Context: an optimization exercise on an open-source flow, tuned for small area, a short achievable clock period and few clock cycles per item. The choices shown serve that exercise and are no tape-out recipe. The RTL was checked by simulation tests, not by an equivalence proof against the original design. Power figures rest on the tool's default switching activity, not on a simulated workload.

==> design.v <==
module wordcodec (
    input  wire        clk,
    input  wire        rst,         
    input  wire        reg_we,
    input  wire [5:0]  reg_addr,
    input  wire [31:0] reg_wdata,
    output reg  [31:0] reg_rdata,
    output wire        mem_req,
    output wire        mem_we,
    output wire [31:0] mem_addr,
    output wire [7:0]  mem_wdata,
    input  wire        mem_ready,
    input  wire [7:0]  mem_rdata,
    input  wire        mem_err
);
    localparam integer ROT  = 8;
    localparam integer CW   = 16;             
    localparam integer KMAX = 16;
    localparam [31:0]  SEED = 32'h9E3779B9;
    localparam [6:0]   PB   = 7'd60;          
    localparam [6:0]   BB   = 7'd64;      
    localparam [5:0] A_ID = 6'h00, A_PARAM = 6'h01, A_CHUNK = 6'h02, A_KMAX = 6'h03,
                     A_CMD = 6'h04, A_STATUS = 6'h05, A_KEYLEN = 6'h06, A_KEYIDX = 6'h07,
                     A_KEYDATA = 6'h08, A_SRC = 6'h09, A_DST = 6'h0A, A_INLEN = 6'h0B,
                     A_OPA = 6'h0C, A_OPB = 6'h0D, A_RESULT = 6'h0E, A_CKSACC = 6'h0F,
                     A_CKSSTEP = 6'h10, A_DLEFT = 6'h11, A_INCNT = 6'h12, A_OUTCNT = 6'h13,
                     A_PLAIN = 6'h14, A_CHIDX = 6'h15, A_HB = 6'h16, A_HA = 6'h17,
                     A_SEED = 6'h18;
    localparam [1:0] ST_IDLE = 2'd0, ST_STREAM = 2'd1, ST_DONE = 2'd2, ST_ERROR = 2'd3;
    localparam [1:0] RUN_NONE = 2'd0, RUN_ENC = 2'd1, RUN_DEC = 2'd2;
    localparam [3:0] E_IO_IN = 4'd1, E_IO_OUT = 4'd3, E_INV_ARG = 4'd4, E_INV_KEY = 4'd5,
                     E_ILLEGAL = 4'd7, E_MALFORMED = 4'd8;
    localparam [3:0] P_IDLE = 4'd0, P_DIV = 4'd1, P_CHECK = 4'd2, P_SETUP = 4'd3,
                     P_READ = 4'd4, P_ECKS = 4'd5, P_XFORM = 4'd6, P_DCKS = 4'd7,
                     P_WRITE = 4'd8, P_COMMIT = 4'd9, P_FINISH = 4'd10;
    reg [31:0] key [0:KMAX-1];
    reg [31:0] cbuf [0:CW-1];      
    reg [4:0]  key_len;
    reg [31:0] key_idx;
    reg [31:0] src_addr, dst_addr, in_len;
    reg [31:0] opa, opb, result;
    reg [31:0] cks_acc, cks_step;
    reg [4:0]  cks_rot;            
    reg [31:0] data_left, in_count, out_count, plain_len, chunk_idx;
    reg [4:0]  chunk_rot;          
    reg [31:0] hb_acc, ha_acc;
    reg [1:0]  state, last_run;
    reg        st_ok, st_err, st_integ, st_ovr;
    reg [3:0]  err_code;
    reg [2:0]  fbc;
    reg [3:0]  phase;
    reg [6:0]  cnt;                
    reg [6:0]  nbytes;             
    reg [3:0]  nslot;              
    reg        final_c;            
    reg [3:0]  kidx;               
    reg [31:0] facc;               
    reg [32:0] div_q;
    reg [7:0]  div_r;
    reg [5:0]  div_n;
    wire busy   = (state == ST_STREAM);
    wire is_dec = (last_run == RUN_DEC);
    wire [31:0] status = {12'd0, last_run, state, 1'b0, fbc, err_code, 3'd0,
                          st_ovr, st_integ, st_err, st_ok, busy};
    always @(*) begin
        case (reg_addr)
            A_ID:      reg_rdata = 32'h57434443;
            A_PARAM:   reg_rdata = ROT;
            A_CHUNK:   reg_rdata = CW;
            A_KMAX:    reg_rdata = KMAX;
            A_STATUS:  reg_rdata = status;
            A_KEYLEN:  reg_rdata = {27'd0, key_len};
            A_KEYIDX:  reg_rdata = key_idx;
            A_SRC:     reg_rdata = src_addr;
            A_DST:     reg_rdata = dst_addr;
            A_INLEN:   reg_rdata = in_len;
            A_OPA:     reg_rdata = opa;
            A_OPB:     reg_rdata = opb;
            A_RESULT:  reg_rdata = result;
            A_CKSACC:  reg_rdata = cks_acc;
            A_CKSSTEP: reg_rdata = cks_step;
            A_DLEFT:   reg_rdata = data_left;
            A_INCNT:   reg_rdata = in_count;
            A_OUTCNT:  reg_rdata = out_count;
            A_PLAIN:   reg_rdata = plain_len;
            A_CHIDX:   reg_rdata = chunk_idx;
            A_HB:      reg_rdata = hb_acc;
            A_HA:      reg_rdata = ha_acc;
            A_SEED:    reg_rdata = SEED;
            default:   reg_rdata = 32'd0;
        endcase
    end
    wire [31:0] enc_x    = opa ^ opb;
    wire [31:0] codec_e  = {enc_x[31-ROT:0], enc_x[31:32-ROT]};            
    wire [31:0] codec_d  = {opa[ROT-1:0], opa[31:ROT]} ^ opb;               
    wire [31:0] cks_x    = cks_acc ^ opa;
    wire [4:0]  cks_amt  = cks_rot + 5'd1;
    wire [63:0] cks_sh   = {cks_x, cks_x} << cks_amt;
    wire [31:0] cks_next = cks_sh[63:32];
    wire [31:0] slot_w   = cbuf[cnt[3:0]];
    wire [31:0] fold_x   = facc ^ slot_w;
    wire [63:0] fold_sh  = {fold_x, fold_x} << cnt[4:0];
    wire [31:0] fold_nx  = fold_sh[63:32];
    wire [4:0]  int_amt  = chunk_rot + 5'd1;
    wire [31:0] hb_x     = hb_acc ^ cbuf[0];
    wire [31:0] ha_x     = ha_acc ^ facc;
    wire [63:0] hb_sh    = {hb_x, hb_x} << int_amt;
    wire [63:0] ha_sh    = {ha_x, ha_x} << int_amt;
    wire        last_slot = final_c && (cnt[3:0] == nslot);
    wire [31:0] kword     = key[kidx];
    wire [2:0]  fbc_nb    = (nbytes[1:0] == 2'd0) ? 3'd4 : {1'b0, nbytes[1:0]};
    wire [31:0] kx_word   = slot_w ^ kword;
    wire [31:0] enc_word  = {kx_word[31-ROT:0], kx_word[31:32-ROT]};           
    wire [31:0] dec_in    = last_slot ? {slot_w[31-ROT:0], slot_w[31:32-ROT]} : slot_w;
    wire [31:0] dec_word  = {dec_in[ROT-1:0], dec_in[31:ROT]} ^ kword;        
    reg  [31:0] lowmask;
    always @(*) begin
        case (fbc_nb)
            3'd1:    lowmask = 32'h000000FF;
            3'd2:    lowmask = 32'h0000FFFF;
            3'd3:    lowmask = 32'h00FFFFFF;
            default: lowmask = 32'hFFFFFFFF;
        endcase
    end
    wire [31:0] xf_word = !is_dec ? (last_slot ? kx_word : enc_word)
                                  : (last_slot ? (dec_word & lowmask) : dec_word);
    wire [31:0] rd_addr  = src_addr + in_count + {25'd0, cnt};
    wire [31:0] wr_addr  = dst_addr + out_count + {25'd0, cnt};
    wire [3:0]  rd_slot  = is_dec ? cnt[5:2] : (cnt[5:2] + 4'd1);
    wire [3:0]  wr_slot  = is_dec ? (cnt[5:2] + 4'd1) : cnt[5:2];
    wire [31:0] wr_word  = cbuf[wr_slot];
    wire [31:0] wr_shift = wr_word >> {cnt[1:0], 3'b000};
    wire [7:0]  wr_byte  = wr_shift[7:0];
    wire [6:0]  wlen     = is_dec ? (nbytes - 7'd4) : (final_c ? (nbytes + 7'd4) : BB);
    assign mem_req   = (phase == P_READ) || (phase == P_WRITE);
    assign mem_we    = (phase == P_WRITE);
    assign mem_addr  = (phase == P_WRITE) ? wr_addr : rd_addr;
    assign mem_wdata = wr_byte;
    wire mem_done = mem_req && mem_ready;
    wire        enc_final = (data_left <= {25'd0, PB});
    wire        dec_final = (data_left <= {25'd0, BB});
    wire        su_final  = is_dec ? dec_final : enc_final;
    wire [6:0]  su_nbytes = su_final ? data_left[6:0] : (is_dec ? BB : PB);
    wire [6:0]  su_words  = (su_nbytes + 7'd3) >> 2;
    wire [3:0]  su_nslot  = is_dec ? (su_words[3:0] - 4'd1) : su_words[3:0];
    wire [33:0] q4        = {div_q[31:0], 2'b00};
    wire [33:0] out_total = (in_len == 32'd0) ? 34'd0 :
                            is_dec ? ({2'b00, in_len} - q4) : ({2'b00, in_len} + q4);
    wire [31:0] len_m1    = in_len - 32'd1;
    wire        malformed = is_dec && (in_len != 32'd0) && (len_m1[5:0] < 6'd4);
    wire [33:0] src_end   = {2'b00, src_addr} + {2'b00, in_len};
    wire [33:0] dst_end   = {2'b00, dst_addr} + out_total;
    wire        range_bad = (src_end > 34'h100000000) || (dst_end > 34'h100000000);
    wire        overlap   = (in_len != 32'd0) && (out_total != 34'd0) &&
                            ({2'b00, src_addr} < dst_end) && ({2'b00, dst_addr} < src_end);
    wire [7:0]  div_d     = is_dec ? {1'b0, BB} : {1'b0, PB};
    wire [7:0]  div_rs    = {div_r[6:0], div_q[32]};
    wire        div_ge    = (div_rs >= div_d);
    wire [3:0]  kidx_inc  = kidx + 4'd1;
    wire [3:0]  kidx_next = ({1'b0, kidx_inc} == key_len) ? 4'd0 : kidx_inc;
    wire        wr_cmd    = reg_we && (reg_addr == A_CMD);
    wire        wr_locked = reg_we && (reg_addr == A_CMD || reg_addr == A_KEYLEN ||
                                       reg_addr == A_KEYIDX || reg_addr == A_KEYDATA ||
                                       reg_addr == A_SRC || reg_addr == A_DST ||
                                       reg_addr == A_INLEN);
    wire        cmd_illegal = (reg_wdata[31:4] != 28'd0) || reg_wdata[3];
    integer i;
    always @(posedge clk) begin
        if (rst) begin
            for (i = 0; i < KMAX; i = i + 1)
                key[i] <= 32'hFFFFFFFF;
            key_len   <= 5'd0;
            key_idx   <= 32'd0;
            src_addr  <= 32'd0;
            dst_addr  <= 32'd0;
            in_len    <= 32'd0;
            opa       <= 32'd0;
            opb       <= 32'd0;
            result    <= 32'd0;
            cks_acc   <= SEED;
            cks_step  <= 32'd0;
            cks_rot   <= 5'd0;
            data_left <= 32'd0;
            in_count  <= 32'd0;
            out_count <= 32'd0;
            plain_len <= 32'd0;
            chunk_idx <= 32'd0;
            chunk_rot <= 5'd0;
            hb_acc    <= SEED;
            ha_acc    <= SEED;
            state     <= ST_IDLE;
            last_run  <= RUN_NONE;
            st_ok     <= 1'b0;
            st_err    <= 1'b0;
            st_integ  <= 1'b0;
            st_ovr    <= 1'b0;
            err_code  <= 4'd0;
            fbc       <= 3'd0;
            phase     <= P_IDLE;
            cnt       <= 7'd0;
            nbytes    <= 7'd0;
            nslot     <= 4'd0;
            final_c   <= 1'b0;
            kidx      <= 4'd0;
            facc      <= 32'd0;
            div_q     <= 33'd0;
            div_r     <= 8'd0;
            div_n     <= 6'd0;
        end else begin
            if (reg_we) begin
                if (busy && wr_locked) begin
                    st_ovr <= 1'b1;                        
                end else begin
                    case (reg_addr)
                        A_STATUS:  if (reg_wdata[4]) st_ovr <= 1'b0;
                        A_KEYLEN:  key_len <= (reg_wdata > KMAX) ? KMAX[4:0] : reg_wdata[4:0];
                        A_KEYIDX:  key_idx <= reg_wdata;
                        A_KEYDATA: begin
                            if (key_idx < KMAX)
                                key[key_idx[3:0]] <= reg_wdata;
                            key_idx <= key_idx + 32'd1;
                        end
                        A_SRC:     src_addr <= reg_wdata;
                        A_DST:     dst_addr <= reg_wdata;
                        A_INLEN:   in_len   <= reg_wdata;
                        A_OPA:     opa      <= reg_wdata;
                        A_OPB:     opb      <= reg_wdata;
                        default: ;
                    endcase
                end
            end
            if (wr_cmd && !busy) begin
                st_ok    <= 1'b0;
                st_err   <= 1'b0;
                err_code <= 4'd0;
                if (cmd_illegal) begin
                    st_err   <= 1'b1;
                    err_code <= E_ILLEGAL;
                end else begin
                    case (reg_wdata[2:0])
                        3'd0: st_ok <= 1'b1;                               
                        3'd1: begin result <= codec_e; st_ok <= 1'b1; end  
                        3'd2: begin result <= codec_d; st_ok <= 1'b1; end  
                        3'd3: begin                                        
                            cks_acc  <= SEED;
                            cks_step <= 32'd0;
                            cks_rot  <= 5'd0;
                            st_ok    <= 1'b1;
                        end
                        3'd4: begin                                        
                            cks_acc  <= cks_next;
                            cks_step <= cks_step + 32'd1;
                            cks_rot  <= (cks_step == 32'hFFFFFFFF || cks_rot == 5'd30) ? 5'd0 : cks_rot + 5'd1;
                            st_ok    <= 1'b1;
                        end
                        3'd5: begin                                        
                            for (i = 0; i < KMAX; i = i + 1)
                                key[i] <= 32'hFFFFFFFF;
                            key_len <= 5'd0;
                            key_idx <= 32'd0;
                            st_ok   <= 1'b1;
                        end
                        default: begin                                     
                            last_run  <= reg_wdata[0] ? RUN_DEC : RUN_ENC;
                            data_left <= in_len;
                            in_count  <= 32'd0;
                            out_count <= 32'd0;
                            plain_len <= 32'd0;
                            chunk_idx <= 32'd0;
                            chunk_rot <= 5'd0;
                            hb_acc    <= SEED;
                            ha_acc    <= SEED;
                            fbc       <= 3'd0;
                            st_integ  <= 1'b0;
                            state     <= ST_STREAM;
                            phase     <= P_DIV;
                            div_q     <= {1'b0, in_len} + (reg_wdata[0] ? {26'd0, BB - 7'd1}
                                                                        : {26'd0, PB - 7'd1});
                            div_r     <= 8'd0;
                            div_n     <= 6'd0;
                        end
                    endcase
                end
            end
            case (phase)
                P_DIV: begin
                    div_q <= {div_q[31:0], div_ge};
                    div_r <= div_ge ? (div_rs - div_d) : div_rs;
                    div_n <= div_n + 6'd1;
                    if (div_n == 6'd32)
                        phase <= P_CHECK;
                end
                P_CHECK: begin
                    if (src_addr == dst_addr) begin
                        st_err <= 1'b1; err_code <= E_INV_ARG; phase <= P_IDLE; state <= ST_ERROR;
                    end else if (key_len == 5'd0) begin
                        st_err <= 1'b1; err_code <= E_INV_KEY; phase <= P_IDLE; state <= ST_ERROR;
                    end else if (malformed) begin
                        st_err <= 1'b1; err_code <= E_MALFORMED; phase <= P_IDLE; state <= ST_ERROR;
                    end else if (range_bad || overlap) begin
                        st_err <= 1'b1; err_code <= E_INV_ARG; phase <= P_IDLE; state <= ST_ERROR;
                    end else begin
                        phase <= P_SETUP;
                    end
                    if ((src_addr == dst_addr) || (key_len == 5'd0) || malformed || range_bad || overlap) begin
                        for (i = 0; i < KMAX; i = i + 1)
                            key[i] <= 32'hFFFFFFFF;
                        key_len <= 5'd0;
                        key_idx <= 32'd0;
                    end
                end
                P_SETUP: begin
                    if (data_left == 32'd0) begin
                        phase <= P_FINISH;
                    end else begin
                        final_c <= su_final;
                        nbytes  <= su_nbytes;
                        nslot   <= su_nslot;
                        cnt     <= 7'd0;
                        phase   <= P_READ;
                    end
                end
                P_READ: begin
                    if (mem_done) begin
                        if (mem_err) begin
                            st_err <= 1'b1; err_code <= E_IO_IN; phase <= P_IDLE; state <= ST_ERROR;
                            for (i = 0; i < KMAX; i = i + 1)
                                key[i] <= 32'hFFFFFFFF;
                            key_len <= 5'd0;
                            key_idx <= 32'd0;
                        end else begin
                            case (cnt[1:0])
                                2'd0: cbuf[rd_slot] <= {24'd0, mem_rdata};
                                2'd1: cbuf[rd_slot][15:8]  <= mem_rdata;
                                2'd2: cbuf[rd_slot][23:16] <= mem_rdata;
                                default: cbuf[rd_slot][31:24] <= mem_rdata;
                            endcase
                            cnt <= cnt + 7'd1;
                            if (cnt == nbytes - 7'd1) begin
                                if (is_dec) begin
                                    cnt   <= 7'd0;
                                    kidx  <= 4'd0;
                                    phase <= P_XFORM;
                                end else begin
                                    cnt   <= 7'd1;
                                    facc  <= SEED;
                                    phase <= P_ECKS;
                                end
                            end
                        end
                    end
                end
                P_ECKS: begin
                    facc <= fold_nx;
                    cnt  <= cnt + 7'd1;
                    if (cnt[3:0] == nslot) begin
                        cbuf[0] <= fold_nx;
                        cnt     <= 7'd0;
                        kidx    <= 4'd0;
                        phase   <= P_XFORM;
                    end
                end
                P_XFORM: begin
                    cbuf[cnt[3:0]] <= xf_word;
                    kidx <= kidx_next;
                    cnt  <= cnt + 7'd1;
                    if (cnt[3:0] == nslot) begin
                        if (is_dec) begin
                            cnt   <= 7'd1;
                            facc  <= SEED;
                            phase <= P_DCKS;
                        end else begin
                            cnt   <= 7'd0;
                            phase <= P_WRITE;
                        end
                    end
                end
                P_DCKS: begin
                    facc <= fold_nx;
                    cnt  <= cnt + 7'd1;
                    if (cnt[3:0] == nslot) begin
                        cnt   <= 7'd0;
                        phase <= P_WRITE;
                    end
                end
                P_WRITE: begin
                    if (mem_done) begin
                        if (mem_err) begin
                            st_err <= 1'b1; err_code <= E_IO_OUT; phase <= P_IDLE; state <= ST_ERROR;
                            for (i = 0; i < KMAX; i = i + 1)
                                key[i] <= 32'hFFFFFFFF;
                            key_len <= 5'd0;
                            key_idx <= 32'd0;
                        end else begin
                            cnt <= cnt + 7'd1;
                            if (cnt == wlen - 7'd1)
                                phase <= P_COMMIT;
                        end
                    end
                end
                P_COMMIT: begin
                    in_count  <= in_count + {25'd0, nbytes};
                    out_count <= out_count + {25'd0, wlen};
                    plain_len <= plain_len + (is_dec ? {25'd0, wlen} : {25'd0, nbytes});
                    data_left <= data_left - {25'd0, nbytes};
                    chunk_idx <= chunk_idx + 32'd1;
                    chunk_rot <= (chunk_idx == 32'hFFFFFFFF || chunk_rot == 5'd30) ? 5'd0 : chunk_rot + 5'd1;
                    if (is_dec) begin
                        hb_acc <= hb_sh[63:32];
                        ha_acc <= ha_sh[63:32];
                    end
                    if (final_c)
                        fbc <= fbc_nb;
                    phase <= P_SETUP;
                end
                P_FINISH: begin
                    if (is_dec)
                        st_integ <= (hb_acc == ha_acc);
                    for (i = 0; i < KMAX; i = i + 1)
                        key[i] <= 32'hFFFFFFFF;
                    key_len <= 5'd0;
                    key_idx <= 32'd0;
                    st_ok   <= 1'b1;
                    state   <= ST_DONE;
                    phase   <= P_IDLE;
                end
                default: ;
            endcase
        end
    end
endmodule
==> run.sh <==
#!/bin/bash
# synth_recipe.tcl (not shown) runs the flow's synth.tcl, then flattens the netlist and writes it again
# the make line also repeats each setting of config.mk as NAME=value (left out here)
make -C /OpenROAD-flow-scripts/flow DESIGN_CONFIG=/design/flow/config.mk WORK_HOME=/design/flow/orfs CLKGATE_MAP_FILE= SYNTH_SCRIPT=/design/flow/synth_recipe.tcl finish
==> config.mk <==
export PLATFORM = sky130hd
export DESIGN_NAME = wordcodec
export DESIGN_NICKNAME = wordcodec
export VERILOG_FILES = /design/flow/design.v
export SDC_FILE = /design/flow/constraint.sdc
export NUM_CORES = 4
export LEC_CHECK = 0
export CAP_MARGIN = 20
export CORE_MARGIN = 2
export CORE_UTILIZATION = 40
export SLEW_MARGIN = 20
==> constraint.sdc <==
create_clock -name core_clock -period 12.0 [get_ports {clk}]
set_input_delay 2.4000 -clock core_clock [delete_from_list [all_inputs] [get_ports {clk}]]
set_output_delay 2.4000 -clock core_clock [all_outputs]
set_load 0.01 [all_outputs]
==> results by group <==
Run status
  – Status: timing/DRC/antenna clean

Routing
  – DR iter-0 viols: roughly 12,000
  – Wire per inst: 32.14 um
  – Vias: 86,995
  – DR DRC count: 0
  – Avg Vias per Cell: 6.458
  – Drt first pass iters: 9
  – Total Wirelength: 433,000 um
  – ANT nets after route: 0

Die
  – Die area: 258,400 um^2
  – Die Height: 508.4 um
  – Std cell rows: 185
  – Starting Density: between 40% and 50%
  – I/O Pins: 125
  – Die width: 508.4 um
  – Core Box Area: 253,500 um^2

Place
  – Post-placement cell area: 106,800 um^2
  – I/O Buffers: about 120
  – RePlAce Congestion: 1.038
  – Worst slack, placed: 1.649 ns
  – Post-DP HPWL: 309,100 um

Setup path
  – Most frequent CP cell: ha_1
  – Reg2Reg Setup Slack: 1.34 ns
  – CP Capture Type: flop
  – CP max stage cell: a31o_2
  – WP data required: 12.46 ns
  – Worst r2r src: div_q[0]
  – Worst r2r path cells: 33
  – Critical path type: reg2reg
  – CP Max Fanout: 32
  – CP arrival: 11.12 ns
  – Worst path max stage delay: 1.01 ns
  – Reg-to-reg critical path endpoint: key[13][14]
  – Critical Path Source Type: flop

STA
  – Slew @ Worst Pin: roughly 1.3 ns
  – Fmax: between 0.09 and 0.1 GHz
  – Setup Viol. Count Final: 0
  – Final hold vios: 0
  – RSZ-0062 raised after global routing: false
  – Slew HR: 16.47%
  – Final period util: 88.85%
  – PnR worst setup slack: 1.339 ns
  – Max-slew violations: 0
  – Skew final: 0.1171 ns
  – Period minus WS final: 10.66 ns
  – Setup tns final: 0 ns

Logic synthesis
  – Most used DFF post-synth: edfxtp_1
  – EDFF count, synth: a little over 1,000
  – Synth top area share: between 30 and 40%
  – Syn_area_per_cell: 10.07 um^2
  – Most frequent cell after synthesis: nand2_1
  – Ys async rst share: 0%
  – Yosys cell types: approximately 100
  – Yosys warning count: 1
  – Largest area contributor in the netlist: edfxtp_1
  – Post-synthesis cell area: 101,800 um^2
  – Top cells by area, synth: edfxtp_1 (30%), dfxtp_1 (13%), mux4_2 (11%)
  – Post-synth top cells: nand2_1 (1,440), nor2_1 (1,034), edfxtp_1 (1,024)
  – Seq/Total Area, Yosys: 43.10%
  – Seq cells post-synth: approximately 1,700
  – Syn nets: 10,504
  – Syn Inst Count: between 10,000 and 15,000

Pwr
  – Net Sw Frac: 23.24%
  – Comb pwr share: 3.2%
  – Switching pwr: 2.859 mW
  – Clock Power Share: a little under half
  – Leak: 37.19 nW
  – Peak supply drop: 0.1354 mV
  – Register share of total power: roughly half
  – Internal power: 9.442 mW
  – Pwr per Cell Area: 108.8 nW/um^2

Final layout
  – Final Instance Area: 113,100 um^2
  – Area Overhead vs Synth: 11.12%
  – Layout cells sized above 1: 12.76%
  – Top Registers: cbuf x512, key x512, div_q x33
  – FILL cells: 23,681
  – Final #Nets: 10,342
  – Multi-input logic area: 55,000 um^2
  – Area occupied by registers: between 40,000 and 50,000 um^2

GRT
  – Antenna violations before repair: 28
  – Remaining Overflow, GRT: 0
  – Gr usage total: between 30 and 40%
  – Vias in the first global route: 80,665
  – Global-route wire length before repair: 608,000 um
  – Largest net degree at the start of global routing: 129

Clock network
  – CTS Buffer Depth: 3
  – Worst-path clk slew: 0.06 ns
  – CTS buffer count: 181
  – Clock sink count: between 1,500 and 2,000
  – H-tree depth: 4
  – Skew-Pair Late Insertion Delay: roughly 0.9 ns
  – Hold-fix buffers, CTS: 0
  – Clock Tree Root: clkbuf_16
  – Post-CTS setup buffer count: 0
  – CTS tree: yes
  – PostCTS Resize Cnt: 0

Min path
  – HP Class: reg2reg
  – Min-Delay Path Depth: 2
  – Worst Hold Path EP: div_r[1]
  – HP Start: div_r[0]

Flow run
  – Max-cap viol count: 0
[power by group through the flow]
stage | sequential, mW | clock [mW] | combinational [mW]
finish | 6.09 | 5.82 | 0.390
detailed placement | 6.22 | 0 | 0.375
global route | 6.09 | 6.07 | 0.397
global placement | 6.22 | 0 | 0.374
floorplan | 6.21 | 0 | 0.182
CTS | 6.09 | 5.85 | 0.376
[cell usage in the layout, fill, tap and decap left out, types with 305 or more instances in the layout]
master    synthesis  final
o21ai_0         421    421
dfxtp_1         655    644
xnor2_1         312    305
nand2_1        1440   1434
xor2_1          314    307
edfxtp_1       1024   1024
mux4_2          488    488
a21oi_1         771    749
nor2_1         1034    998
ha_1            327    327
[per-layer routing]
layer / vias up / share of wire [%] / global-route usage, %
li1: 37220 / - / -
met1: 43058 / 38 / 42.78
met2: 5520 / 43 / 48.63
met3: 1175 / 11 / 7.429
met4: 22 / 7.6 / 20.69
met5: - / 0.034 / 0
[cells by family (layout without fill, tap and decap cells)]
family,count (synthesis),in the layout,share of synthesized area (%)
and+or+nand+nor,3509,3509,15.31
AOI/OAI and AO/OA,2253,2253,14.31
DFF,1679,1679,43.10
buffers and inverters,873,863,3.378
muxes,811,811,14.02
xor gates and xnor gates,626,626,5.388
adders and majority gates,351,351,4.493
other,0,13,0
[worst max-delay path, delay by kind of cell, from the launching register on]
family | cells | cell delay, ns
AO/OA/AOI/OAI | 13 | 4.92
XOR/XNOR | 2 | 0.47
adder cells (fa/ha/maj) | 4 | 1.10
buffers and inverters | 1 | 0.08
flip-flops | 1 | 0.37
AND/OR/NAND/NOR | 13 | 3.23
[per-stage QoR]
stage          hold slack [ns]  cells  util [%]  power [mW]
5_1_grt                 0.5052  13460     44.60       12.55
3_3_place_gp            0.4553  13120     42.12       6.589
2_1_floorplan           0.4449  10102         -       6.392
3_5_place_dp            0.4637  13122     42.15       6.590
4_1_cts                 0.4677  13457     44.56       12.32
6_report                0.4684  13471     44.61       12.30
[worst max-delay path by stage]
stage | slack [ns] | from | endpoint
floorplan | 3.06 | last_run[0] | key[10][0]
global placement | 1.60 | div_q[1] | key[7][28]
detailed placement | 1.65 | div_q[0] | key[6][28]
CTS | 1.60 | div_q[0] | key[15][10]
global route | 0.78 | div_q[1] | key[15][24]
finish | 1.34 | div_q[0] | key[13][14]
[final cells by class]
class	count	share of cell area, %
clock buffers	240	4.361
repair buffers	388	2.923
diodes	13	0.02877
inverters	140	0.4658
well taps	3366	3.724
flip-flops and latches	1679	38.81
multi-input cells	7550	48.64
clock inverters	95	1.050
Testbench counts, summed over its fixed seeds: cycles 97,964, bytes 33,832.

-- afterwards: timing with drivers on the ports --
No port has a modelled driver above. Below, the same layout with a new extraction and two added sets of constraints. Step 1 sets driving cells, clkbuf_16 on the clock port and buf_2 on the other inputs (assumed; they add their load-dependent delay and slew). Step 2 times the ports against the registers' clock, not the clock port: input delays grow and output delays shrink by t, the midpoint of the rising clock arrivals with the driver on. Slacks: ideal / step 1 / step 2; pairs: ideal / step 1.
t (ns): 0.947
setup WS [ns]: 1.339 / 1.339 / 1.339
worst slew at a driven data input, ns: 0.07
pins driven straight from the clock port: 1
After both steps setup and hold are still met in this run. For this run, drivers alone change the setup slack by 0.000 ns; drivers and shift together by 0.000 ns.
